Context: an optimization exercise on an open-source flow, tuned for small area, a short achievable clock period and few clock cycles. The choices shown serve that exercise and are no tape-out recipe.
In this exercise RTL edits were held to simulation tests only and were not proved equivalent to the original.

### flow/run.sh
#!/bin/bash
# The standard layout, with every input and output port buffered by a
# sky130_fd_sc_hd__buf_2 instead of the delay buffer buffer_ports picks by
# default.  Each tool's output stays in orfs/logs; make's own output goes to
# standard.log.
set -euo pipefail
export BUFFER_PORTS_ARGS="-buffer_cell sky130_fd_sc_hd__buf_2"
bash standard.sh > standard.log 2>&1
### standard.sh
#!/bin/bash
# synth_recipe.tcl (not shown) runs the flow's synth.tcl, then flattens the netlist and writes it again
# the make line also repeats each setting of config.mk as NAME=value (left out here)
make -C /OpenROAD-flow-scripts/flow DESIGN_CONFIG=/design/flow/config.mk WORK_HOME=/design/flow/orfs CLKGATE_MAP_FILE= SYNTH_SCRIPT=/design/flow/synth_recipe.tcl "${@:-finish}"
### config.mk
export PLATFORM = sky130hd
export DESIGN_NAME = dither_core
export DESIGN_NICKNAME = dither_core
export VERILOG_FILES = /design/flow/design.v
export SDC_FILE = /design/flow/constraint.sdc
export NUM_CORES = 4
export LEC_CHECK = 0
export CAP_MARGIN = 20
export CORE_MARGIN = 2
export CORE_UTILIZATION = 40
export SLEW_MARGIN = 20
### constraint.sdc
create_clock -name core_clock -period 30.0 [get_ports {clk}]
set_input_delay 6.0000 -clock core_clock [delete_from_list [all_inputs] [get_ports {clk}]]
set_output_delay 6.0000 -clock core_clock [all_outputs]
set_load 0.01 [all_outputs]
### design.v
module dc_luma_p (
    input  wire [7:0]          r,
    input  wire [7:0]          g,
    output wire [22:0]         p            
);
    wire [8:0]  dr9 = {1'b0, r} - {1'b0, g};
    wire [22:0] u   = {15'd0, dr9[7:0]};
    assign p = (u << 14) - (u << 11) - (u << 9) + (u << 7) - (u << 4) - (u << 2) + u
             - (dr9[7] ? 23'd3566848 : 23'd0);        
endmodule
module dc_luma_t (
    input  wire [22:0] p,
    input  wire [7:0]  b,
    input  wire [7:0]  g,
    output wire [6:0]  t7
);
    wire [8:0]  db9 = {1'b0, b} - {1'b0, g};
    wire [22:0] u   = {15'd0, db9[7:0]};
    wire [22:0] t   = p + (u << 12) + (u << 9) + (u << 7) - (u << 2)
                    - (db9[7] ? 23'd1211392 : 23'd0);   
    assign t7 = t[22:16];
endmodule
module dc_luma_b (
    input  wire [7:0] g,
    input  wire [6:0] t7,
    output reg  [4:0] k
);
    wire [7:0] l = g + {t7[6], t7};
    always @(*) begin
        case (l)
            8'd0: k = 5'd0;
            8'd1: k = 5'd0;
            8'd2: k = 5'd0;
            8'd3: k = 5'd0;
            8'd4: k = 5'd0;
            8'd5: k = 5'd0;
            8'd6: k = 5'd1;
            8'd7: k = 5'd1;
            8'd8: k = 5'd1;
            8'd9: k = 5'd1;
            8'd10: k = 5'd1;
            8'd11: k = 5'd1;
            8'd12: k = 5'd1;
            8'd13: k = 5'd1;
            8'd14: k = 5'd1;
            8'd15: k = 5'd1;
            8'd16: k = 5'd2;
            8'd17: k = 5'd2;
            8'd18: k = 5'd2;
            8'd19: k = 5'd2;
            8'd20: k = 5'd2;
            8'd21: k = 5'd2;
            8'd22: k = 5'd2;
            8'd23: k = 5'd2;
            8'd24: k = 5'd2;
            8'd25: k = 5'd2;
            8'd26: k = 5'd2;
            8'd27: k = 5'd3;
            8'd28: k = 5'd3;
            8'd29: k = 5'd3;
            8'd30: k = 5'd3;
            8'd31: k = 5'd3;
            8'd32: k = 5'd3;
            8'd33: k = 5'd3;
            8'd34: k = 5'd3;
            8'd35: k = 5'd3;
            8'd36: k = 5'd3;
            8'd37: k = 5'd3;
            8'd38: k = 5'd4;
            8'd39: k = 5'd4;
            8'd40: k = 5'd4;
            8'd41: k = 5'd4;
            8'd42: k = 5'd4;
            8'd43: k = 5'd4;
            8'd44: k = 5'd4;
            8'd45: k = 5'd4;
            8'd46: k = 5'd4;
            8'd47: k = 5'd4;
            8'd48: k = 5'd5;
            8'd49: k = 5'd5;
            8'd50: k = 5'd5;
            8'd51: k = 5'd5;
            8'd52: k = 5'd5;
            8'd53: k = 5'd5;
            8'd54: k = 5'd5;
            8'd55: k = 5'd5;
            8'd56: k = 5'd5;
            8'd57: k = 5'd5;
            8'd58: k = 5'd5;
            8'd59: k = 5'd6;
            8'd60: k = 5'd6;
            8'd61: k = 5'd6;
            8'd62: k = 5'd6;
            8'd63: k = 5'd6;
            8'd64: k = 5'd6;
            8'd65: k = 5'd6;
            8'd66: k = 5'd6;
            8'd67: k = 5'd6;
            8'd68: k = 5'd6;
            8'd69: k = 5'd6;
            8'd70: k = 5'd7;
            8'd71: k = 5'd7;
            8'd72: k = 5'd7;
            8'd73: k = 5'd7;
            8'd74: k = 5'd7;
            8'd75: k = 5'd7;
            8'd76: k = 5'd7;
            8'd77: k = 5'd7;
            8'd78: k = 5'd7;
            8'd79: k = 5'd7;
            8'd80: k = 5'd8;
            8'd81: k = 5'd8;
            8'd82: k = 5'd8;
            8'd83: k = 5'd8;
            8'd84: k = 5'd8;
            8'd85: k = 5'd8;
            8'd86: k = 5'd8;
            8'd87: k = 5'd8;
            8'd88: k = 5'd8;
            8'd89: k = 5'd8;
            8'd90: k = 5'd8;
            8'd91: k = 5'd9;
            8'd92: k = 5'd9;
            8'd93: k = 5'd9;
            8'd94: k = 5'd9;
            8'd95: k = 5'd9;
            8'd96: k = 5'd9;
            8'd97: k = 5'd9;
            8'd98: k = 5'd9;
            8'd99: k = 5'd9;
            8'd100: k = 5'd9;
            8'd101: k = 5'd10;
            8'd102: k = 5'd10;
            8'd103: k = 5'd10;
            8'd104: k = 5'd10;
            8'd105: k = 5'd10;
            8'd106: k = 5'd10;
            8'd107: k = 5'd10;
            8'd108: k = 5'd10;
            8'd109: k = 5'd10;
            8'd110: k = 5'd10;
            8'd111: k = 5'd10;
            8'd112: k = 5'd11;
            8'd113: k = 5'd11;
            8'd114: k = 5'd11;
            8'd115: k = 5'd11;
            8'd116: k = 5'd11;
            8'd117: k = 5'd11;
            8'd118: k = 5'd11;
            8'd119: k = 5'd11;
            8'd120: k = 5'd11;
            8'd121: k = 5'd11;
            8'd122: k = 5'd11;
            8'd123: k = 5'd12;
            8'd124: k = 5'd12;
            8'd125: k = 5'd12;
            8'd126: k = 5'd12;
            8'd127: k = 5'd12;
            8'd128: k = 5'd12;
            8'd129: k = 5'd12;
            8'd130: k = 5'd12;
            8'd131: k = 5'd12;
            8'd132: k = 5'd12;
            8'd133: k = 5'd13;
            8'd134: k = 5'd13;
            8'd135: k = 5'd13;
            8'd136: k = 5'd13;
            8'd137: k = 5'd13;
            8'd138: k = 5'd13;
            8'd139: k = 5'd13;
            8'd140: k = 5'd13;
            8'd141: k = 5'd13;
            8'd142: k = 5'd13;
            8'd143: k = 5'd13;
            8'd144: k = 5'd14;
            8'd145: k = 5'd14;
            8'd146: k = 5'd14;
            8'd147: k = 5'd14;
            8'd148: k = 5'd14;
            8'd149: k = 5'd14;
            8'd150: k = 5'd14;
            8'd151: k = 5'd14;
            8'd152: k = 5'd14;
            8'd153: k = 5'd14;
            8'd154: k = 5'd14;
            8'd155: k = 5'd15;
            8'd156: k = 5'd15;
            8'd157: k = 5'd15;
            8'd158: k = 5'd15;
            8'd159: k = 5'd15;
            8'd160: k = 5'd15;
            8'd161: k = 5'd15;
            8'd162: k = 5'd15;
            8'd163: k = 5'd15;
            8'd164: k = 5'd15;
            8'd165: k = 5'd16;
            8'd166: k = 5'd16;
            8'd167: k = 5'd16;
            8'd168: k = 5'd16;
            8'd169: k = 5'd16;
            8'd170: k = 5'd16;
            8'd171: k = 5'd16;
            8'd172: k = 5'd16;
            8'd173: k = 5'd16;
            8'd174: k = 5'd16;
            8'd175: k = 5'd16;
            8'd176: k = 5'd17;
            8'd177: k = 5'd17;
            8'd178: k = 5'd17;
            8'd179: k = 5'd17;
            8'd180: k = 5'd17;
            8'd181: k = 5'd17;
            8'd182: k = 5'd17;
            8'd183: k = 5'd17;
            8'd184: k = 5'd17;
            8'd185: k = 5'd17;
            8'd186: k = 5'd18;
            8'd187: k = 5'd18;
            8'd188: k = 5'd18;
            8'd189: k = 5'd18;
            8'd190: k = 5'd18;
            8'd191: k = 5'd18;
            8'd192: k = 5'd18;
            8'd193: k = 5'd18;
            8'd194: k = 5'd18;
            8'd195: k = 5'd18;
            8'd196: k = 5'd18;
            8'd197: k = 5'd19;
            8'd198: k = 5'd19;
            8'd199: k = 5'd19;
            8'd200: k = 5'd19;
            8'd201: k = 5'd19;
            8'd202: k = 5'd19;
            8'd203: k = 5'd19;
            8'd204: k = 5'd19;
            8'd205: k = 5'd19;
            8'd206: k = 5'd19;
            8'd207: k = 5'd19;
            8'd208: k = 5'd20;
            8'd209: k = 5'd20;
            8'd210: k = 5'd20;
            8'd211: k = 5'd20;
            8'd212: k = 5'd20;
            8'd213: k = 5'd20;
            8'd214: k = 5'd20;
            8'd215: k = 5'd20;
            8'd216: k = 5'd20;
            8'd217: k = 5'd20;
            8'd218: k = 5'd21;
            8'd219: k = 5'd21;
            8'd220: k = 5'd21;
            8'd221: k = 5'd21;
            8'd222: k = 5'd21;
            8'd223: k = 5'd21;
            8'd224: k = 5'd21;
            8'd225: k = 5'd21;
            8'd226: k = 5'd21;
            8'd227: k = 5'd21;
            8'd228: k = 5'd21;
            8'd229: k = 5'd22;
            8'd230: k = 5'd22;
            8'd231: k = 5'd22;
            8'd232: k = 5'd22;
            8'd233: k = 5'd22;
            8'd234: k = 5'd22;
            8'd235: k = 5'd22;
            8'd236: k = 5'd22;
            8'd237: k = 5'd22;
            8'd238: k = 5'd22;
            8'd239: k = 5'd22;
            8'd240: k = 5'd23;
            8'd241: k = 5'd23;
            8'd242: k = 5'd23;
            8'd243: k = 5'd23;
            8'd244: k = 5'd23;
            8'd245: k = 5'd23;
            8'd246: k = 5'd23;
            8'd247: k = 5'd23;
            8'd248: k = 5'd23;
            8'd249: k = 5'd23;
            8'd250: k = 5'd23;
            8'd251: k = 5'd23;
            8'd252: k = 5'd23;
            8'd253: k = 5'd23;
            8'd254: k = 5'd23;
            8'd255: k = 5'd23;
            default: k = 5'd23;
        endcase
    end
endmodule
module dc_cube (
    input  wire [7:0]  x,
    input  wire [1:0]  sel,
    output reg  [7:0]  w,
    output wire [9:0]  sq
);
    reg [12:0] t;
    always @(*) begin
        case (x)
            8'd0: t = 13'd0;
            8'd1: t = 13'd1;
            8'd2: t = 13'd4;
            8'd3: t = 13'd9;
            8'd4: t = 13'd16;
            8'd5: t = 13'd25;
            8'd6: t = 13'd36;
            8'd7: t = 13'd49;
            8'd8: t = 13'd64;
            8'd9: t = 13'd81;
            8'd10: t = 13'd100;
            8'd11: t = 13'd121;
            8'd12: t = 13'd144;
            8'd13: t = 13'd169;
            8'd14: t = 13'd196;
            8'd15: t = 13'd225;
            8'd16: t = 13'd256;
            8'd17: t = 13'd289;
            8'd18: t = 13'd324;
            8'd19: t = 13'd361;
            8'd20: t = 13'd400;
            8'd21: t = 13'd441;
            8'd22: t = 13'd484;
            8'd23: t = 13'd529;
            8'd24: t = 13'd576;
            8'd25: t = 13'd625;
            8'd26: t = 13'd1649;
            8'd27: t = 13'd1600;
            8'd28: t = 13'd1553;
            8'd29: t = 13'd1508;
            8'd30: t = 13'd1465;
            8'd31: t = 13'd1424;
            8'd32: t = 13'd1385;
            8'd33: t = 13'd1348;
            8'd34: t = 13'd1313;
            8'd35: t = 13'd1280;
            8'd36: t = 13'd1249;
            8'd37: t = 13'd1220;
            8'd38: t = 13'd1193;
            8'd39: t = 13'd1168;
            8'd40: t = 13'd1145;
            8'd41: t = 13'd1124;
            8'd42: t = 13'd1105;
            8'd43: t = 13'd1088;
            8'd44: t = 13'd1073;
            8'd45: t = 13'd1060;
            8'd46: t = 13'd1049;
            8'd47: t = 13'd1040;
            8'd48: t = 13'd1033;
            8'd49: t = 13'd1028;
            8'd50: t = 13'd1025;
            8'd51: t = 13'd1024;
            8'd52: t = 13'd1025;
            8'd53: t = 13'd1028;
            8'd54: t = 13'd1033;
            8'd55: t = 13'd1040;
            8'd56: t = 13'd1049;
            8'd57: t = 13'd1060;
            8'd58: t = 13'd1073;
            8'd59: t = 13'd1088;
            8'd60: t = 13'd1105;
            8'd61: t = 13'd1124;
            8'd62: t = 13'd1145;
            8'd63: t = 13'd1168;
            8'd64: t = 13'd1193;
            8'd65: t = 13'd1220;
            8'd66: t = 13'd1249;
            8'd67: t = 13'd1280;
            8'd68: t = 13'd1313;
            8'd69: t = 13'd1348;
            8'd70: t = 13'd1385;
            8'd71: t = 13'd1424;
            8'd72: t = 13'd1465;
            8'd73: t = 13'd1508;
            8'd74: t = 13'd1553;
            8'd75: t = 13'd1600;
            8'd76: t = 13'd1649;
            8'd77: t = 13'd2673;
            8'd78: t = 13'd2624;
            8'd79: t = 13'd2577;
            8'd80: t = 13'd2532;
            8'd81: t = 13'd2489;
            8'd82: t = 13'd2448;
            8'd83: t = 13'd2409;
            8'd84: t = 13'd2372;
            8'd85: t = 13'd2337;
            8'd86: t = 13'd2304;
            8'd87: t = 13'd2273;
            8'd88: t = 13'd2244;
            8'd89: t = 13'd2217;
            8'd90: t = 13'd2192;
            8'd91: t = 13'd2169;
            8'd92: t = 13'd2148;
            8'd93: t = 13'd2129;
            8'd94: t = 13'd2112;
            8'd95: t = 13'd2097;
            8'd96: t = 13'd2084;
            8'd97: t = 13'd2073;
            8'd98: t = 13'd2064;
            8'd99: t = 13'd2057;
            8'd100: t = 13'd2052;
            8'd101: t = 13'd2049;
            8'd102: t = 13'd2048;
            8'd103: t = 13'd2049;
            8'd104: t = 13'd2052;
            8'd105: t = 13'd2057;
            8'd106: t = 13'd2064;
            8'd107: t = 13'd2073;
            8'd108: t = 13'd2084;
            8'd109: t = 13'd2097;
            8'd110: t = 13'd2112;
            8'd111: t = 13'd2129;
            8'd112: t = 13'd2148;
            8'd113: t = 13'd2169;
            8'd114: t = 13'd2192;
            8'd115: t = 13'd2217;
            8'd116: t = 13'd2244;
            8'd117: t = 13'd2273;
            8'd118: t = 13'd2304;
            8'd119: t = 13'd2337;
            8'd120: t = 13'd2372;
            8'd121: t = 13'd2409;
            8'd122: t = 13'd2448;
            8'd123: t = 13'd2489;
            8'd124: t = 13'd2532;
            8'd125: t = 13'd2577;
            8'd126: t = 13'd2624;
            8'd127: t = 13'd2673;
            8'd128: t = 13'd3697;
            8'd129: t = 13'd3648;
            8'd130: t = 13'd3601;
            8'd131: t = 13'd3556;
            8'd132: t = 13'd3513;
            8'd133: t = 13'd3472;
            8'd134: t = 13'd3433;
            8'd135: t = 13'd3396;
            8'd136: t = 13'd3361;
            8'd137: t = 13'd3328;
            8'd138: t = 13'd3297;
            8'd139: t = 13'd3268;
            8'd140: t = 13'd3241;
            8'd141: t = 13'd3216;
            8'd142: t = 13'd3193;
            8'd143: t = 13'd3172;
            8'd144: t = 13'd3153;
            8'd145: t = 13'd3136;
            8'd146: t = 13'd3121;
            8'd147: t = 13'd3108;
            8'd148: t = 13'd3097;
            8'd149: t = 13'd3088;
            8'd150: t = 13'd3081;
            8'd151: t = 13'd3076;
            8'd152: t = 13'd3073;
            8'd153: t = 13'd3072;
            8'd154: t = 13'd3073;
            8'd155: t = 13'd3076;
            8'd156: t = 13'd3081;
            8'd157: t = 13'd3088;
            8'd158: t = 13'd3097;
            8'd159: t = 13'd3108;
            8'd160: t = 13'd3121;
            8'd161: t = 13'd3136;
            8'd162: t = 13'd3153;
            8'd163: t = 13'd3172;
            8'd164: t = 13'd3193;
            8'd165: t = 13'd3216;
            8'd166: t = 13'd3241;
            8'd167: t = 13'd3268;
            8'd168: t = 13'd3297;
            8'd169: t = 13'd3328;
            8'd170: t = 13'd3361;
            8'd171: t = 13'd3396;
            8'd172: t = 13'd3433;
            8'd173: t = 13'd3472;
            8'd174: t = 13'd3513;
            8'd175: t = 13'd3556;
            8'd176: t = 13'd3601;
            8'd177: t = 13'd3648;
            8'd178: t = 13'd3697;
            8'd179: t = 13'd4721;
            8'd180: t = 13'd4672;
            8'd181: t = 13'd4625;
            8'd182: t = 13'd4580;
            8'd183: t = 13'd4537;
            8'd184: t = 13'd4496;
            8'd185: t = 13'd4457;
            8'd186: t = 13'd4420;
            8'd187: t = 13'd4385;
            8'd188: t = 13'd4352;
            8'd189: t = 13'd4321;
            8'd190: t = 13'd4292;
            8'd191: t = 13'd4265;
            8'd192: t = 13'd4240;
            8'd193: t = 13'd4217;
            8'd194: t = 13'd4196;
            8'd195: t = 13'd4177;
            8'd196: t = 13'd4160;
            8'd197: t = 13'd4145;
            8'd198: t = 13'd4132;
            8'd199: t = 13'd4121;
            8'd200: t = 13'd4112;
            8'd201: t = 13'd4105;
            8'd202: t = 13'd4100;
            8'd203: t = 13'd4097;
            8'd204: t = 13'd4096;
            8'd205: t = 13'd4097;
            8'd206: t = 13'd4100;
            8'd207: t = 13'd4105;
            8'd208: t = 13'd4112;
            8'd209: t = 13'd4121;
            8'd210: t = 13'd4132;
            8'd211: t = 13'd4145;
            8'd212: t = 13'd4160;
            8'd213: t = 13'd4177;
            8'd214: t = 13'd4196;
            8'd215: t = 13'd4217;
            8'd216: t = 13'd4240;
            8'd217: t = 13'd4265;
            8'd218: t = 13'd4292;
            8'd219: t = 13'd4321;
            8'd220: t = 13'd4352;
            8'd221: t = 13'd4385;
            8'd222: t = 13'd4420;
            8'd223: t = 13'd4457;
            8'd224: t = 13'd4496;
            8'd225: t = 13'd4537;
            8'd226: t = 13'd4580;
            8'd227: t = 13'd4625;
            8'd228: t = 13'd4672;
            8'd229: t = 13'd4721;
            8'd230: t = 13'd5745;
            8'd231: t = 13'd5696;
            8'd232: t = 13'd5649;
            8'd233: t = 13'd5604;
            8'd234: t = 13'd5561;
            8'd235: t = 13'd5520;
            8'd236: t = 13'd5481;
            8'd237: t = 13'd5444;
            8'd238: t = 13'd5409;
            8'd239: t = 13'd5376;
            8'd240: t = 13'd5345;
            8'd241: t = 13'd5316;
            8'd242: t = 13'd5289;
            8'd243: t = 13'd5264;
            8'd244: t = 13'd5241;
            8'd245: t = 13'd5220;
            8'd246: t = 13'd5201;
            8'd247: t = 13'd5184;
            8'd248: t = 13'd5169;
            8'd249: t = 13'd5156;
            8'd250: t = 13'd5145;
            8'd251: t = 13'd5136;
            8'd252: t = 13'd5129;
            8'd253: t = 13'd5124;
            8'd254: t = 13'd5121;
            8'd255: t = 13'd5120;
            default: t = 13'd0;
        endcase
    end
    wire [2:0] l = t[12:10];
    assign sq = t[9:0];
    always @(*) begin
        case (sel)
            2'd2:    w = {3'd0, l, 2'b00} + {l, 5'b00000};        
            2'd3:    w = {4'd0, l, 1'b0} + {3'd0, l, 2'b00};      
            default: w = {5'd0, l};                               
        endcase
    end
endmodule
module dc_gray (
    input  wire [7:0]  x,
    input  wire [4:0]  k,
    output wire [5:0]  m6,
    output wire        far
);
    reg [7:0] gv;
    always @(*) begin
        case (k)
            5'd0: gv = 8'd0;
            5'd1: gv = 8'd11;
            5'd2: gv = 8'd21;
            5'd3: gv = 8'd32;
            5'd4: gv = 8'd43;
            5'd5: gv = 8'd53;
            5'd6: gv = 8'd64;
            5'd7: gv = 8'd74;
            5'd8: gv = 8'd85;
            5'd9: gv = 8'd96;
            5'd10: gv = 8'd106;
            5'd11: gv = 8'd117;
            5'd12: gv = 8'd128;
            5'd13: gv = 8'd138;
            5'd14: gv = 8'd149;
            5'd15: gv = 8'd159;
            5'd16: gv = 8'd170;
            5'd17: gv = 8'd181;
            5'd18: gv = 8'd191;
            5'd19: gv = 8'd202;
            5'd20: gv = 8'd213;
            5'd21: gv = 8'd223;
            5'd22: gv = 8'd234;
            5'd23: gv = 8'd244;
            default: gv = 8'd244;
        endcase
    end
    wire [7:0] up = x - gv;
    wire [7:0] dn = gv - x;
    wire [7:0] m  = (x >= gv) ? up : dn;
    assign far = (m > 8'd43);
    assign m6  = m[5:0];
endmodule
module dc_div4 (
    input  wire [3:0] x,
    input  wire [7:0] n,
    output wire [3:0] q,
    output wire [3:0] r
);
    reg [7:0] qr;
    always @(*) begin
        case ({x, n[3:0]})
            8'd0: qr = 8'd0;
            8'd1: qr = 8'd0;
            8'd2: qr = 8'd0;
            8'd3: qr = 8'd0;
            8'd4: qr = 8'd0;
            8'd5: qr = 8'd0;
            8'd6: qr = 8'd0;
            8'd7: qr = 8'd0;
            8'd8: qr = 8'd0;
            8'd9: qr = 8'd0;
            8'd10: qr = 8'd0;
            8'd11: qr = 8'd0;
            8'd12: qr = 8'd0;
            8'd13: qr = 8'd0;
            8'd14: qr = 8'd0;
            8'd15: qr = 8'd0;
            8'd16: qr = 8'd0;
            8'd17: qr = 8'd16;
            8'd18: qr = 8'd1;
            8'd19: qr = 8'd1;
            8'd20: qr = 8'd1;
            8'd21: qr = 8'd1;
            8'd22: qr = 8'd1;
            8'd23: qr = 8'd1;
            8'd24: qr = 8'd1;
            8'd25: qr = 8'd1;
            8'd26: qr = 8'd1;
            8'd27: qr = 8'd1;
            8'd28: qr = 8'd1;
            8'd29: qr = 8'd1;
            8'd30: qr = 8'd1;
            8'd31: qr = 8'd1;
            8'd32: qr = 8'd0;
            8'd33: qr = 8'd32;
            8'd34: qr = 8'd16;
            8'd35: qr = 8'd2;
            8'd36: qr = 8'd2;
            8'd37: qr = 8'd2;
            8'd38: qr = 8'd2;
            8'd39: qr = 8'd2;
            8'd40: qr = 8'd2;
            8'd41: qr = 8'd2;
            8'd42: qr = 8'd2;
            8'd43: qr = 8'd2;
            8'd44: qr = 8'd2;
            8'd45: qr = 8'd2;
            8'd46: qr = 8'd2;
            8'd47: qr = 8'd2;
            8'd48: qr = 8'd0;
            8'd49: qr = 8'd48;
            8'd50: qr = 8'd17;
            8'd51: qr = 8'd16;
            8'd52: qr = 8'd3;
            8'd53: qr = 8'd3;
            8'd54: qr = 8'd3;
            8'd55: qr = 8'd3;
            8'd56: qr = 8'd3;
            8'd57: qr = 8'd3;
            8'd58: qr = 8'd3;
            8'd59: qr = 8'd3;
            8'd60: qr = 8'd3;
            8'd61: qr = 8'd3;
            8'd62: qr = 8'd3;
            8'd63: qr = 8'd3;
            8'd64: qr = 8'd0;
            8'd65: qr = 8'd64;
            8'd66: qr = 8'd32;
            8'd67: qr = 8'd17;
            8'd68: qr = 8'd16;
            8'd69: qr = 8'd4;
            8'd70: qr = 8'd4;
            8'd71: qr = 8'd4;
            8'd72: qr = 8'd4;
            8'd73: qr = 8'd4;
            8'd74: qr = 8'd4;
            8'd75: qr = 8'd4;
            8'd76: qr = 8'd4;
            8'd77: qr = 8'd4;
            8'd78: qr = 8'd4;
            8'd79: qr = 8'd4;
            8'd80: qr = 8'd0;
            8'd81: qr = 8'd80;
            8'd82: qr = 8'd33;
            8'd83: qr = 8'd18;
            8'd84: qr = 8'd17;
            8'd85: qr = 8'd16;
            8'd86: qr = 8'd5;
            8'd87: qr = 8'd5;
            8'd88: qr = 8'd5;
            8'd89: qr = 8'd5;
            8'd90: qr = 8'd5;
            8'd91: qr = 8'd5;
            8'd92: qr = 8'd5;
            8'd93: qr = 8'd5;
            8'd94: qr = 8'd5;
            8'd95: qr = 8'd5;
            8'd96: qr = 8'd0;
            8'd97: qr = 8'd96;
            8'd98: qr = 8'd48;
            8'd99: qr = 8'd32;
            8'd100: qr = 8'd18;
            8'd101: qr = 8'd17;
            8'd102: qr = 8'd16;
            8'd103: qr = 8'd6;
            8'd104: qr = 8'd6;
            8'd105: qr = 8'd6;
            8'd106: qr = 8'd6;
            8'd107: qr = 8'd6;
            8'd108: qr = 8'd6;
            8'd109: qr = 8'd6;
            8'd110: qr = 8'd6;
            8'd111: qr = 8'd6;
            8'd112: qr = 8'd0;
            8'd113: qr = 8'd112;
            8'd114: qr = 8'd49;
            8'd115: qr = 8'd33;
            8'd116: qr = 8'd19;
            8'd117: qr = 8'd18;
            8'd118: qr = 8'd17;
            8'd119: qr = 8'd16;
            8'd120: qr = 8'd7;
            8'd121: qr = 8'd7;
            8'd122: qr = 8'd7;
            8'd123: qr = 8'd7;
            8'd124: qr = 8'd7;
            8'd125: qr = 8'd7;
            8'd126: qr = 8'd7;
            8'd127: qr = 8'd7;
            8'd128: qr = 8'd0;
            8'd129: qr = 8'd128;
            8'd130: qr = 8'd64;
            8'd131: qr = 8'd34;
            8'd132: qr = 8'd32;
            8'd133: qr = 8'd19;
            8'd134: qr = 8'd18;
            8'd135: qr = 8'd17;
            8'd136: qr = 8'd16;
            8'd137: qr = 8'd8;
            8'd138: qr = 8'd8;
            8'd139: qr = 8'd8;
            8'd140: qr = 8'd8;
            8'd141: qr = 8'd8;
            8'd142: qr = 8'd8;
            8'd143: qr = 8'd8;
            8'd144: qr = 8'd0;
            8'd145: qr = 8'd144;
            8'd146: qr = 8'd65;
            8'd147: qr = 8'd48;
            8'd148: qr = 8'd33;
            8'd149: qr = 8'd20;
            8'd150: qr = 8'd19;
            8'd151: qr = 8'd18;
            8'd152: qr = 8'd17;
            8'd153: qr = 8'd16;
            8'd154: qr = 8'd9;
            8'd155: qr = 8'd9;
            8'd156: qr = 8'd9;
            8'd157: qr = 8'd9;
            8'd158: qr = 8'd9;
            8'd159: qr = 8'd9;
            8'd160: qr = 8'd0;
            8'd161: qr = 8'd160;
            8'd162: qr = 8'd80;
            8'd163: qr = 8'd49;
            8'd164: qr = 8'd34;
            8'd165: qr = 8'd32;
            8'd166: qr = 8'd20;
            8'd167: qr = 8'd19;
            8'd168: qr = 8'd18;
            8'd169: qr = 8'd17;
            8'd170: qr = 8'd16;
            8'd171: qr = 8'd10;
            8'd172: qr = 8'd10;
            8'd173: qr = 8'd10;
            8'd174: qr = 8'd10;
            8'd175: qr = 8'd10;
            8'd176: qr = 8'd0;
            8'd177: qr = 8'd176;
            8'd178: qr = 8'd81;
            8'd179: qr = 8'd50;
            8'd180: qr = 8'd35;
            8'd181: qr = 8'd33;
            8'd182: qr = 8'd21;
            8'd183: qr = 8'd20;
            8'd184: qr = 8'd19;
            8'd185: qr = 8'd18;
            8'd186: qr = 8'd17;
            8'd187: qr = 8'd16;
            8'd188: qr = 8'd11;
            8'd189: qr = 8'd11;
            8'd190: qr = 8'd11;
            8'd191: qr = 8'd11;
            8'd192: qr = 8'd0;
            8'd193: qr = 8'd192;
            8'd194: qr = 8'd96;
            8'd195: qr = 8'd64;
            8'd196: qr = 8'd48;
            8'd197: qr = 8'd34;
            8'd198: qr = 8'd32;
            8'd199: qr = 8'd21;
            8'd200: qr = 8'd20;
            8'd201: qr = 8'd19;
            8'd202: qr = 8'd18;
            8'd203: qr = 8'd17;
            8'd204: qr = 8'd16;
            8'd205: qr = 8'd12;
            8'd206: qr = 8'd12;
            8'd207: qr = 8'd12;
            8'd208: qr = 8'd0;
            8'd209: qr = 8'd208;
            8'd210: qr = 8'd97;
            8'd211: qr = 8'd65;
            8'd212: qr = 8'd49;
            8'd213: qr = 8'd35;
            8'd214: qr = 8'd33;
            8'd215: qr = 8'd22;
            8'd216: qr = 8'd21;
            8'd217: qr = 8'd20;
            8'd218: qr = 8'd19;
            8'd219: qr = 8'd18;
            8'd220: qr = 8'd17;
            8'd221: qr = 8'd16;
            8'd222: qr = 8'd13;
            8'd223: qr = 8'd13;
            8'd224: qr = 8'd0;
            8'd225: qr = 8'd224;
            8'd226: qr = 8'd112;
            8'd227: qr = 8'd66;
            8'd228: qr = 8'd50;
            8'd229: qr = 8'd36;
            8'd230: qr = 8'd34;
            8'd231: qr = 8'd32;
            8'd232: qr = 8'd22;
            8'd233: qr = 8'd21;
            8'd234: qr = 8'd20;
            8'd235: qr = 8'd19;
            8'd236: qr = 8'd18;
            8'd237: qr = 8'd17;
            8'd238: qr = 8'd16;
            8'd239: qr = 8'd14;
            8'd240: qr = 8'd0;
            8'd241: qr = 8'd240;
            8'd242: qr = 8'd113;
            8'd243: qr = 8'd80;
            8'd244: qr = 8'd51;
            8'd245: qr = 8'd48;
            8'd246: qr = 8'd35;
            8'd247: qr = 8'd33;
            8'd248: qr = 8'd23;
            8'd249: qr = 8'd22;
            8'd250: qr = 8'd21;
            8'd251: qr = 8'd20;
            8'd252: qr = 8'd19;
            8'd253: qr = 8'd18;
            8'd254: qr = 8'd17;
            8'd255: qr = 8'd16;
            default: qr = 8'd0;
        endcase
    end
    wire big = |n[7:4];
    assign q = big ? 4'd0 : qr[7:4];
    assign r = big ? x    : qr[3:0];
endmodule
module dither_core (
    input  wire        clk,
    input  wire        rst,           
    input  wire        start,         
    input  wire [1:0]  op,            
    input  wire [15:0] width,
    input  wire [15:0] height,
    input  wire [15:0] stride,
    input  wire [15:0] src_base,
    input  wire [15:0] dbuf_base,
    input  wire [7:0]  qstep,
    input  wire        dout,
    output reg         busy,
    output reg         done,          
    output reg  [2:0]  err_code,      
    output reg         mem_req,
    output reg         mem_we,
    output reg  [15:0] mem_addr,
    output reg  [7:0]  mem_wdata,
    input  wire [7:0]  mem_rdata
);
    localparam S_IDLE = 3'd0;
    localparam S_LOOP = 3'd1;
    localparam S_XTRA = 3'd2;
    localparam S_EVAL = 3'd3;
    localparam S_LG   = 3'd4;
    localparam S_MAP  = 3'd5;
    localparam S_DTH  = 3'd6;
    localparam S_CMP  = 3'd7;
    reg [2:0]  state;
    reg [1:0]  ph;            
    reg [1:0]  opr;
    reg [15:0] wr;            
    reg [15:0] st;            
    reg [7:0]  nq;            
    reg        dq;            
    reg [15:0] hc;            
    reg [15:0] cc;            
    reg [15:0] pa, pb;        
    reg        pa16, pb16, ov1, ov2;
    reg        first, drain;
    reg [1:0]  cl;            
    reg        pw, pw2;       
    reg        nf;            
    reg        near;          
    reg [7:0]  curv;          
    reg [7:0]  ob;            
    reg [7:0]  b1, b2;        
    reg [7:0]  rq;            
    reg [7:0]  qq;            
    reg [7:0]  e;             
    reg signed [6:0] t7s;     
    reg [4:0]  gkr;           
    reg [7:0]  xb;            
    wire is_map  = (opr == 2'd1);
    wire is_dth  = (opr == 2'd2);
    wire fast    = |wr[15:2];
    wire lastrow = (hc == 16'd1);
    wire row_full = (cc == wr);
    wire more_pix = !(row_full && lastrow);
    wire idle    = (state == S_IDLE);
    wire accept  = idle && start;
    reg         p_bsel;       
    reg  [16:0] pa_op;
    reg  [16:0] pb_op;
    wire [16:0] pa_base = p_bsel ? {1'b0, mem_addr} : {pa16, pa};
    wire [16:0] pb_base = p_bsel ? {1'b0, mem_addr} : {pb16, pb};
    wire [17:0] pa_sum  = {1'b0, pa_base} + {1'b0, pa_op};
    wire [17:0] pb_sum  = {1'b0, pb_base} + {1'b0, pb_op};
    wire [22:0] luma_p;
    wire [6:0] luma_t7;
    wire [4:0] luma_k;
    wire [7:0] gray_idx = 8'd232 + {3'd0, gkr};
    dc_luma_p u_luma_p (.r(ob), .g(curv), .p(luma_p));
    dc_luma_t u_luma_t (.p({qq[6:0], b1, b2}), .b(curv), .g(ob), .t7(luma_t7));
    dc_luma_b u_luma_b (.g(ob), .t7(qq[6:0]), .k(luma_k));
    wire [7:0]  cube_w;
    wire [9:0]  cube_sq;
    wire [5:0]  gray_m;
    wire        gray_far;
    dc_cube u_cube (.x(xb), .sel(ph), .w(cube_w), .sq(cube_sq));
    dc_gray u_gray (.x(xb), .k(gkr), .m6(gray_m), .far(gray_far));
    reg  [10:0] dcr;          
    reg  [12:0] dgr;          
    reg  [5:0]  gdr;          
    reg         gfar;         
    wire [11:0] gsq     = gdr * gdr;
    wire [10:0] dc_n    = ((ph == 2'd2) ? 11'd0 : dcr) + {1'b0, cube_sq};
    wire [7:0]  ci_n    = ((ph == 2'd2) ? 8'd16 : e) + cube_w;
    wire [12:0] dg_n    = ((ph == 2'd3) ? 13'd0 : dgr) + {1'b0, gsq};
    wire        near_n  = ((ph == 2'd3) | near) & ~gfar;
    wire        gray_win = near && (dgr < {2'b00, dcr});
    wire       es   = e[7];
    wire [6:0] em   = e[6:0];
    wire [9:0] em5  = {1'b0, em, 2'b00} + {3'b000, em};
    wire [8:0] em3  = {1'b0, em, 1'b0} + {2'b00, em};
    function [7:0] satadd;
        input [7:0] x;
        input       neg;
        input [5:0] t;
        reg   [9:0] s;
        begin
            s = {2'b00, x} + ({4'b0000, t} ^ {10{neg}}) + {9'd0, neg};
            if (s[9])      satadd = 8'd0;
            else if (s[8]) satadd = 8'd255;
            else           satadd = s[7:0];
        end
    endfunction
    wire a1  = cl[1] & ~pw;
    wire rb0 = fast & nf & (cl == 2'd1);
    wire rb1 = fast & nf & (cl == 2'd2);
    wire m7  = a1;
    wire m1  = a1;
    wire m5  = (cl[1] & ~pw2) | rb0;
    wire m3  = ((cl == 2'd3) & ~pw2) | rb0;
    wire wb  = ((cl == 2'd3) & ~lastrow) | rb0 | rb1;
    wire [6:0] t7u  = m7 ? t7s : 7'd0;
    wire [9:0] olds = {2'b00, curv} + {{3{t7u[6]}}, t7u};
    wire [7:0] old  = olds[9] ? 8'd0 : (olds[8] ? 8'd255 : olds[7:0]);
    wire [7:0] nb2w = satadd(b2,   es, m3 ? {1'b0, em3[8:4]} : 6'd0);
    wire [7:0] nb2  = satadd(b1,   es, m5 ? em5[9:4] : 6'd0);
    wire [7:0] nb1  = satadd(ob,   es, m1 ? {3'b000, em[6:4]} : 6'd0);
    wire [3:0] d0_q, d0_r;
    dc_div4 u_div4 (.x(old[7:4]), .n(nq), .q(d0_q), .r(d0_r));
    reg  [1:0] dv_bits;
    reg  [7:0] dv_r;
    reg  [1:0] dv_q;
    reg  [8:0] dv_t;
    reg  [9:0] dv_s;
    integer    j;
    always @(*) begin
        dv_bits = (ph == 2'd1) ? curv[3:2] : curv[1:0];
        dv_r = rq;
        for (j = 1; j >= 0; j = j - 1) begin
            dv_t = {dv_r, dv_bits[j]};
            dv_s = {1'b0, dv_t} - {2'b00, nq};
            dv_q[j] = ~dv_s[9];
            dv_r = dv_s[9] ? dv_t[7:0] : dv_s[7:0];
        end
    end
    wire [9:0]  rd_s   = {1'b0, rq, 1'b0} - {2'b00, nq};
    wire        up     = ~rd_s[9];
    wire [7:0]  nmr    = nq - rq;                        
    wire [6:0]  err_m  = up ? nmr[6:0] : rq[6:0];
    wire [7:0]  q_n    = qq + {7'd0, up};
    wire [8:0]  qn     = {1'b0, curv} + ({2'b00, err_m} ^ {9{~up}}) + {8'd0, ~up};
    wire [7:0]  out_n  = dq ? ((up & qn[8]) ? 8'd255 : qn[7:0]) : q_n;
    wire [9:0]  t7m    = {err_m, 3'b000} - {3'b000, err_m};
    wire [6:0]  t7n    = up ? (7'd0 - {1'b0, t7m[9:4]}) : {1'b0, t7m[9:4]};
    wire [15:0] src_s  = {b1, b2};
    wire [15:0] dbuf_s = mem_addr;
    wire e1_big = ov1 | (pa16 & |pa);
    wire e2_big = ov2 | (pb16 & |pb);
    wire src_lt = first;
    wire dbf_lt = drain;
    reg [2:0] chk;
    always @(*) begin
        if (opr == 2'd3)                                       chk = 3'd1;
        else if (is_dth && nq == 8'd0)                         chk = 3'd3;
        else if (wr == 16'd0 || hc == 16'd0 ||
                 (!is_dth && src_lt && dbf_lt))                chk = 3'd7;
        else if (e1_big || (!is_dth && e2_big))                chk = 3'd6;
        else                                                   chk = 3'd0;
    end
    reg        pa_en, pb_en, ma_en, ma_pb;
    reg        req_n, we_n, req_en;
    reg        cc_en;  reg [1:0] cc_sel;      
    reg        hc_dec;
    reg        st_en;  reg [1:0] st_sel;      
    reg        wd_en;  reg [1:0] wd_sel;      
    reg        fin;                           
    reg        err_en;
    reg  [2:0] state_n; reg [1:0] ph_n;
    reg        ov_en;
    always @(*) begin
        p_bsel  = 1'b0;
        pa_op   = 17'h1ffff;                     
        pb_op   = 17'h1ffff;                     
        pa_en = 1'b0; pb_en = 1'b0; ma_en = 1'b0; ma_pb = 1'b0;
        req_n = 1'b0; we_n = 1'b0; req_en = 1'b0;
        cc_en = 1'b0; cc_sel = 2'd0; hc_dec = 1'b0;
        st_en = 1'b0; st_sel = 2'd0;
        wd_en = 1'b0; wd_sel = 2'd0;
        fin = 1'b0; err_en = 1'b0; ov_en = 1'b0;
        state_n = state; ph_n = ph;
        case (state)
            S_IDLE: begin
                req_en = 1'b1;
                if (start) state_n = S_LOOP;
            end
            S_LOOP: begin
                pa_op = {1'b0, wr};
                pb_op = first ? (is_map ? {wr, 1'b0} : {1'b0, wr}) : {1'b0, st};
                if (hc != 16'd0) begin
                    pa_en = 1'b1; pb_en = ~is_dth; ov_en = 1'b1;
                    cc_en = 1'b1;
                end
                if (cc == hc) begin
                    st_en = 1'b1; st_sel = {1'b0, is_map};
                end
                if (cc == hc || hc == 16'd0)
                    state_n = is_map ? S_XTRA : S_CMP;
            end
            S_XTRA: begin
                pb_op = {1'b0, wr};
                pb_en = 1'b1; ov_en = 1'b1;
                st_en = 1'b1; st_sel = 2'd0;
                state_n = S_CMP;
            end
            S_CMP: begin
                pa_op = ~{1'b0, src_s};
                pb_op = ~{1'b0, dbuf_s};
                st_en = is_map; st_sel = 2'd3;
                state_n = S_EVAL;
            end
            S_EVAL: begin
                req_en = 1'b1;
                if (chk != 3'd0) begin
                    fin = 1'b1; err_en = 1'b1;
                    state_n = S_IDLE;
                end else begin
                    err_en = 1'b1;
                    st_en = 1'b1; st_sel = 2'd2;
                    req_n = 1'b1; we_n = 1'b0;
                    pb_en = 1'b1; ma_en = 1'b1; ma_pb = 1'b1;
                    cc_en = 1'b1;
                    if (is_dth) begin
                        p_bsel  = 1'b1;
                        pa_op   = 17'h1fffe;             
                        pb_op   = {1'b0, wr};            
                        pa_en   = 1'b1;
                        cc_sel  = 2'd2;
                        ph_n    = 2'd1;
                        state_n = S_DTH;
                    end else begin
                        if (is_map) pb_op = 17'h1fffd;   
                        cc_sel  = 2'd1;
                        ph_n    = 2'd0;
                        state_n = (opr == 2'd0) ? S_LG : S_MAP;
                    end
                end
            end
            S_LG: begin
                req_en = 1'b1;
                pb_op  = row_full ? {1'b1, st} : 17'h1ffff;
                if (ph == 2'd0) begin
                    ph_n = 2'd1;
                    if (!first) begin
                        req_n = 1'b1; we_n = 1'b1;
                        pa_en = 1'b1; ma_en = 1'b1;
                    end
                end else if (drain) begin
                    fin = 1'b1;
                    state_n = S_IDLE;
                end else begin
                    wd_en = 1'b1; wd_sel = 2'd0;
                    if (more_pix) begin
                        ph_n  = 2'd0;
                        req_n = 1'b1;
                        pb_en = 1'b1; ma_en = 1'b1; ma_pb = 1'b1;
                        cc_en = 1'b1; cc_sel = row_full ? 2'd1 : 2'd0;
                        hc_dec = row_full;
                    end else begin
                        req_n = 1'b1; we_n = 1'b1;
                        pa_en = 1'b1; ma_en = 1'b1;
                    end
                end
            end
            S_MAP: begin
                req_en = 1'b1;
                pb_op  = (ph == 2'd3) ? (row_full ? {1'b1, st} : 17'h1fffb) : 17'd1;
                case (ph)
                    2'd0: begin
                        ph_n  = 2'd1;
                        if (!drain) begin
                            req_n = 1'b1;
                            pb_en = 1'b1; ma_en = 1'b1; ma_pb = 1'b1;
                        end
                    end
                    2'd1: begin
                        wd_en = 1'b1; wd_sel = 2'd1;
                        ph_n  = 2'd2;
                        if (!drain) begin
                            req_n = 1'b1;
                            pb_en = 1'b1; ma_en = 1'b1; ma_pb = 1'b1;
                        end
                    end
                    2'd2: begin
                        wd_en = ~gray_win; wd_sel = 2'd0;
                        ph_n = 2'd3;
                        if (cl == 2'd2 || (drain && pw)) begin
                            req_n = 1'b1; we_n = 1'b1;
                            pa_en = 1'b1; ma_en = 1'b1;
                        end
                    end
                    default: begin
                        ph_n = 2'd0;
                        if (drain && pw) begin
                            fin = 1'b1;
                            state_n = S_IDLE;
                        end else if (!drain && more_pix) begin
                            req_n = 1'b1;
                            pb_en = 1'b1; ma_en = 1'b1; ma_pb = 1'b1;
                            cc_en = 1'b1; cc_sel = row_full ? 2'd1 : 2'd0;
                            hc_dec = row_full;
                        end
                    end
                endcase
            end
            S_DTH: begin
                req_en = 1'b1;
                case (ph)
                    2'd0: begin
                        pb_op = (cl == 2'd0) ? 17'd1 : 17'd4;
                        wd_en = 1'b1; wd_sel = 2'd2;
                        if (lastrow && pw && !pw2) begin
                            fin = 1'b1;
                            state_n = S_IDLE;
                        end else begin
                            ph_n  = 2'd1;
                            req_n = 1'b1;
                            pb_en = 1'b1; ma_en = 1'b1; ma_pb = 1'b1;
                        end
                    end
                    2'd1: begin
                        pa_op = 17'd2;
                        ph_n  = 2'd2;
                        req_n = 1'b1;
                        pa_en = 1'b1; ma_en = 1'b1;
                    end
                    2'd2: begin
                        pb_op = 17'h1fffd;               
                        ph_n  = 2'd3;
                        req_n = wb; we_n = 1'b1;
                        pb_en = 1'b1; ma_en = 1'b1; ma_pb = 1'b1;
                    end
                    default: begin
                        pa_op = (pw2 & ~lastrow) ? 17'h1fffc : 17'h1ffff;
                        wd_en = 1'b1; wd_sel = 2'd3;
                        ph_n  = 2'd0;
                        req_n = (cl != 2'd0) & ~pw; we_n = 1'b1;
                        pa_en = 1'b1; ma_en = 1'b1;
                        cc_en = 1'b1;
                        if (fast && row_full && !pw && !lastrow) begin
                            cc_sel = 2'd1; hc_dec = 1'b1;
                        end else if (pw2 && !lastrow) begin
                            cc_sel = 2'd2; hc_dec = 1'b1;
                        end
                    end
                endcase
            end
            default: state_n = S_IDLE;
        endcase
    end
    always @(posedge clk) begin
        if (rst) begin
            state   <= S_IDLE;
            busy    <= 1'b0;
            done    <= 1'b0;
            mem_req <= 1'b0;
        end else begin
            state <= state_n;
            done  <= fin;
            if (accept)      busy <= 1'b1;
            else if (fin)    busy <= 1'b0;
            if (req_en)      mem_req <= req_n;
        end
    end
    always @(posedge clk) begin
        ph <= ph_n;
        if (req_en) mem_we <= we_n;
        if (err_en) err_code <= chk;
        if (idle) begin
            opr <= op;
            wr  <= width;
            nq  <= qstep;
            dq  <= dout;
        end
        if (idle)       pa <= dbuf_base;
        else if (pa_en)   pa <= pa_sum[15:0];
        if (idle)       pb <= src_base;
        else if (pb_en)   pb <= pb_sum[15:0];
        if (idle)       mem_addr <= dbuf_base;
        else if (ma_en)   mem_addr <= ma_pb ? pb_sum[15:0] : pa_sum[15:0];
        if (idle) begin
            pa16 <= 1'b0; pb16 <= 1'b0; ov1 <= 1'b0; ov2 <= 1'b0;
        end else if (ov_en) begin
            if (pa_en) begin pa16 <= pa_sum[16]; ov1 <= ov1 | pa_sum[17]; end
            if (pb_en) begin pb16 <= pb_sum[16]; ov2 <= ov2 | pb_sum[17]; end
        end
        if (idle)       st <= stride;
        else if (st_en) begin
            if (st_sel == 2'd2) st <= ~st;
            else                st <= st - (st_sel[1] ? 16'hfffc : st_sel[0] ? {wr[14:0], 1'b0} : wr);
        end
        if (idle)       hc <= height;
        else if (hc_dec)  hc <= hc - 16'd1;
        if (idle)       cc <= 16'd1;
        else if (cc_en) begin
            case (cc_sel)
                2'd0:    cc <= cc + 16'd1;
                2'd1:    cc <= 16'd1;
                default: cc <= 16'd0;
            endcase
        end
        if (wd_en) begin
            case (wd_sel)
                2'd0:    mem_wdata <= (state == S_MAP) ? e : mem_rdata;
                2'd1:    mem_wdata <= gray_idx;
                2'd2:    mem_wdata <= nb2w;
                default: mem_wdata <= out_n;
            endcase
        end
        if (idle)                              first <= 1'b1;
        else if (state == S_LOOP)                first <= 1'b0;
        else if (state == S_CMP)                 first <= ov1 | pa_sum[17];
        else if (state == S_EVAL)                first <= 1'b1;
        else if (state == S_LG && ph == 2'd1)    first <= 1'b0;
        if (state == S_CMP) begin
            drain <= ov2 | pb_sum[17];
        end else if (state == S_EVAL) begin
            drain <= 1'b0; cl <= 2'd0; pw <= 1'b0; pw2 <= 1'b0; nf <= 1'b0;
        end else if (state == S_LG) begin
            if (ph == 2'd1 && !more_pix) drain <= 1'b1;
        end else if (state == S_MAP) begin
            if (ph == 2'd3) begin
                if (cl != 2'd2) cl <= cl + 2'd1;
                if (drain)      pw <= 1'b1;
                if (!more_pix)  drain <= 1'b1;
            end
        end else if (state == S_DTH && ph == 2'd3) begin
            if (fast && row_full && !pw && !lastrow) begin
                cl <= 2'd1; nf <= 1'b1;
            end else if (pw2 && !lastrow) begin
                cl <= 2'd0; pw <= 1'b0; pw2 <= 1'b0; nf <= 1'b1;
            end else begin
                if (cl != 2'd3) cl <= cl + 2'd1;
                if (row_full)   pw <= 1'b1;
                if (pw)         pw2 <= 1'b1;
            end
        end
        if (state == S_DTH) begin
            case (ph)
                2'd0: begin
                    curv <= old;
                    b2   <= nb2;
                    b1   <= nb1;
                end
                2'd2: ob <= mem_rdata;
                2'd3: begin
                    curv <= mem_rdata;
                    e    <= {up, err_m};
                    t7s  <= t7n;
                end
                default: ;
            endcase
            case (ph)
                2'd0: begin
                    rq <= {4'd0, d0_r};
                    qq <= {qq[3:0], d0_q};
                end
                2'd1, 2'd2: begin
                    rq <= dv_r;
                    qq <= {qq[5:0], dv_q};
                end
                default: ;
            endcase
        end else if (state == S_MAP) begin
            gdr  <= gray_m;
            gfar <= gray_far;
            if (ph != 2'd1) begin
                dcr <= dc_n;
                e   <= ci_n;
            end
            if (ph != 2'd2) begin
                dgr  <= dg_n;
                near <= near_n;
            end
            case (ph)
                2'd0: qq[6:0] <= luma_t7;
                2'd1: gkr     <= luma_k;
                2'd3: {qq[6:0], b1, b2} <= luma_p;
                default: ;
            endcase
            if (ph != 2'd0) begin
                curv <= mem_rdata;
                ob   <= curv;
                rq   <= ob;
                xb   <= rq;
            end
        end else if (idle) begin
            {b1, b2} <= src_base;
        end
    end
endmodule
==> impl_metrics.json <==
{
  "place.gp.congestion": 0.942,
  "cp.required_ns": 24.00,
  "reg2reg_slack_ns": 23.09,
  "wirelength_mm": 103,
  "cts.clk_slew.worst_paths_ns": 0.06,
  "critical_path.slowest_cell": "edfxtp_1",
  "synth_enable_flop_cells": 235,
  "async_reset_ff_share_pct": 0,
  "drv_slew": 0,
  "clock_latency_ns": 0.57,
  "synthDistinctLibCells": 90,
  "rows": 103,
  "drive_gt1_share_pct": 7.84,
  "grt_max_degree": 67,
  "synth-simple-area-share_pct": 18.5,
  "firstDrtPassIters": 6,
  "synth-adder-area-share_pct": 20.3,
  "avgViaCountPerCell": 5.81,
  "antenna_cells": 0,
  "initial_core_util_pct": 40.2,
  "synth-compound-area-share_pct": 21.0,
  "ys_warn_count": 5,
  "cts_made_buffers": 37,
  "outcome": "no timing/DRC/antenna violations",
  "hold_path_class": "flip-flop to flip-flop",
  "finalHoldViolCount": 0,
  "ys_ff_latch": 274,
  "grt_overflow": 0,
  "synth.area.mux_share_pct": 2.05,
  "path_cells": "buf_2",
  "max_freq_mhz": 137,
  "layout_min_cycle_time_ns": 7.30,
  "synth_top_family_by_area": "compound AO/OA/AOI/OAI gates",
  "synthXorXnorAreaFrac_pct": 7.23,
  "cp-start-kind": "flip-flop",
  "rsz0062_at_grt": "false",
  "yosysTopAreaCell": "edfxtp_1",
  "cts_tree": "built",
  "synth_ff_type": "edfxtp_1",
  "synth_top_cell_area_share_pct": 22.3,
  "clockBufferDepth": 3,
  "finalSetupTns_ns": 0,
  "critPathKind": "flip-flop to primary output",
  "drc_errors": 0,
  "dieArea_sq_um": 81300,
  "hold_buffers": 0,
  "syn_inst": 3912,
  "ant_nets": 0,
  "path_buf_inv": 1,
  "fp.coreArea_sq_um": 78600,
  "io_pins": 133,
  "fin_skew_ns": 0.0235,
  "vias": 29300,
  "cts_htree_levels": 2,
  "setup_viol": 0,
  "syn-num-nets": 4478,
  "worstPathArrival_ns": 1.30,
  "synth_area_per_cell_sq_um": 8.08,
  "antenna_found_initial": 1,
  "clockRootBuffer": "clkbuf_16",
  "grt.total_usage_pct": 24.6,
  "critPathTopFamily": "flip-flops",
  "synth_area_leaders": "edfxtp_1, ha_1, nand2_1, fa_1, a21oi_1",
  "wl_per_cell_um": 20.4,
  "critPathMaxFanout": 1,
  "drv_cap": 0,
  "drtIter0Drc": 2860,
  "slew_headroom_pct": 26.4,
  "die_h_um": 285,
  "cts.sinks": 274,
  "die_w_um": 285,
  "finalNetCount": 4520,
  "syn_area_sq_um": 31600,
  "cp-end-kind": "primary output",
  "worstMarginPinSlew_ns": 1.10,
  "seq_area_frac_synth_pct": 24.8,
  "finalCritPeriodShare_pct": 24.3,
  "cp_slowest_stage_delay_ns": 0.54,
  "synthToLayoutAreaGrowth_pct": 9.38,
  "grt_pass1_wl_mm": 158,
  "fillers": 7986,
  "ctsResizeCount": 0,
  "grt_pass1_vias": 27300,
  "cts_setup_buffers": 0,
  "place_hpwl_mm": 77.7,
  "port_buffers": 132
}
==> layout by cell type (no fill, tap or decap), types with 41 or more instances in the layout <==
master / n
a211oi_1: 42
a21o_1: 68
a21oi_1: 299
buf_2: 132
buf_4: 55
edfxtp_1: 235
fa_1: 78
ha_1: 385
inv_1: 308
nand2_1: 545
nand2b_1: 41
nand3_1: 90
nand4_1: 42
nor2_1: 295
nor2b_1: 54
nor3_1: 67
o21ai_0: 263
xnor2_1: 141
xor2_1: 120
==> Yosys cell counts, types with 38 or more instances <==
library cell	number
clkbuf_1	153
xnor2_1	141
xor2_1	120
nand2b_1	41
nor2b_1	54
o22ai_1	38
a21oi_1	299
nand4_1	42
o211ai_1	39
nand3_1	90
fa_1	78
a211oi_1	42
ha_1	386
edfxtp_1	235
o21ai_0	264
nor3_1	69
mux2i_1	42
dfxtp_1	39
nand2_1	546
inv_1	309
nor2_1	295
a21o_1	68
==> worst min-delay path, cell delays in order (launching register included) <==
cell     delay, ns
dfxtp_1       0.31
o21ai_0       0.06
a21oi_1       0.06
==> stage by stage <==
stage / hold WS, ns / std cells / util, % / cell area (sq um) / worst slack, ns
after floorplan: 0.450 / 3912 / - / 31600 / 23.03
after global placement: 0.462 / 4965 / 42.4 / 33300 / 22.69
after detailed placement: 0.474 / 4965 / 42.4 / 33300 / 22.72
after CTS: 0.483 / 5032 / 44.0 / 34600 / 22.71
after global routing: 0.509 / 5032 / 44.0 / 34600 / 22.52
final: 0.484 / 5032 / 44.0 / 34600 / 22.70
==> final cells by class <==
class / count / area, sq um / share of cell area [%]
repair buffers: 187 / 1070 / 3.11
well taps: 1050 / 1310 / 3.80
multi-input cells: 3139 / 21900 / 63.4
inverters: 315 / 1180 / 3.43
clock inverters: 22 / 201 / 0.583
flip-flops and latches: 274 / 7840 / 22.7
clock buffers: 45 / 1030 / 2.98
==> cell families (layout without fill, tap and decap cells) <==
logic type,count (synthesis),in the layout
mux,60,60
simple gates,1289,1289
compound gates,1063,1063
flops,274,274
xor+xnor,261,261
fa+ha+maj,466,466
buf+inv,499,569
==> layer usage <==
metal / vias up / track usage (%) / part of all wire [%]
met5: - / 0 / 0
li1: 14000 / - / -
met3: 173 / 3.42 / 8.0
met4: 0 / 7.11 / 2.9
met2: 1206 / 39.1 / 45
met1: 13800 / 34.6 / 45
==> worst paths after layout <==
kind / from / to / cells past startpoint
setup / recovery: mem_wdata[5]$_DFFE_PP_ / mem_wdata[5] / 1
setup reg to reg: curv[1]$_DFFE_PP_ / qq[4]$_DFFE_PP_ / 22
hold / removal: pb16$_SDFFE_PP0P_ / pb16$_SDFFE_PP0P_ / 2
hold reg to reg: pb16$_SDFFE_PP0P_ / pb16$_SDFFE_PP0P_ / 2
==> state kept, by name, indices dropped and copies added, names as in the netlist, 11 cells and up <==
name	cells
cc	16
dcr	11
dgr	13
hc	16
mem_addr	16
pa	16
pb	16
st	16
u_cube.t	12
wr	16
Testbench counts, summed over its fixed seeds: cycles 97,441.

[static timing again, ports no longer ideal]
In the flow no input, the clock included, has a driving cell. The finished layout below was timed again as built, in two steps. Step 1: set_driving_cell puts a clkbuf_16 on clk and a buf_2 on each other input, an assumption about the parent block. Step 2 moves the port delays by t, midway between the first and last clock arrival at a register: inputs arrive t later, outputs are due t later. That takes back most of the time a late clock gives input paths. Slacks: ideal / step 1 / step 2; pairs: ideal / step 1.
t (ns): 0.623
slack for setup (ns): 22.700 / 22.635 / 22.701
worst setup path after step 2: input to register
slew at the worst register clock pin (ns): 0.07 / 0.07
After both steps this run still meets setup and hold. The setup slack of this run moves by -0.065 ns with the drivers and by +0.001 ns with both steps.
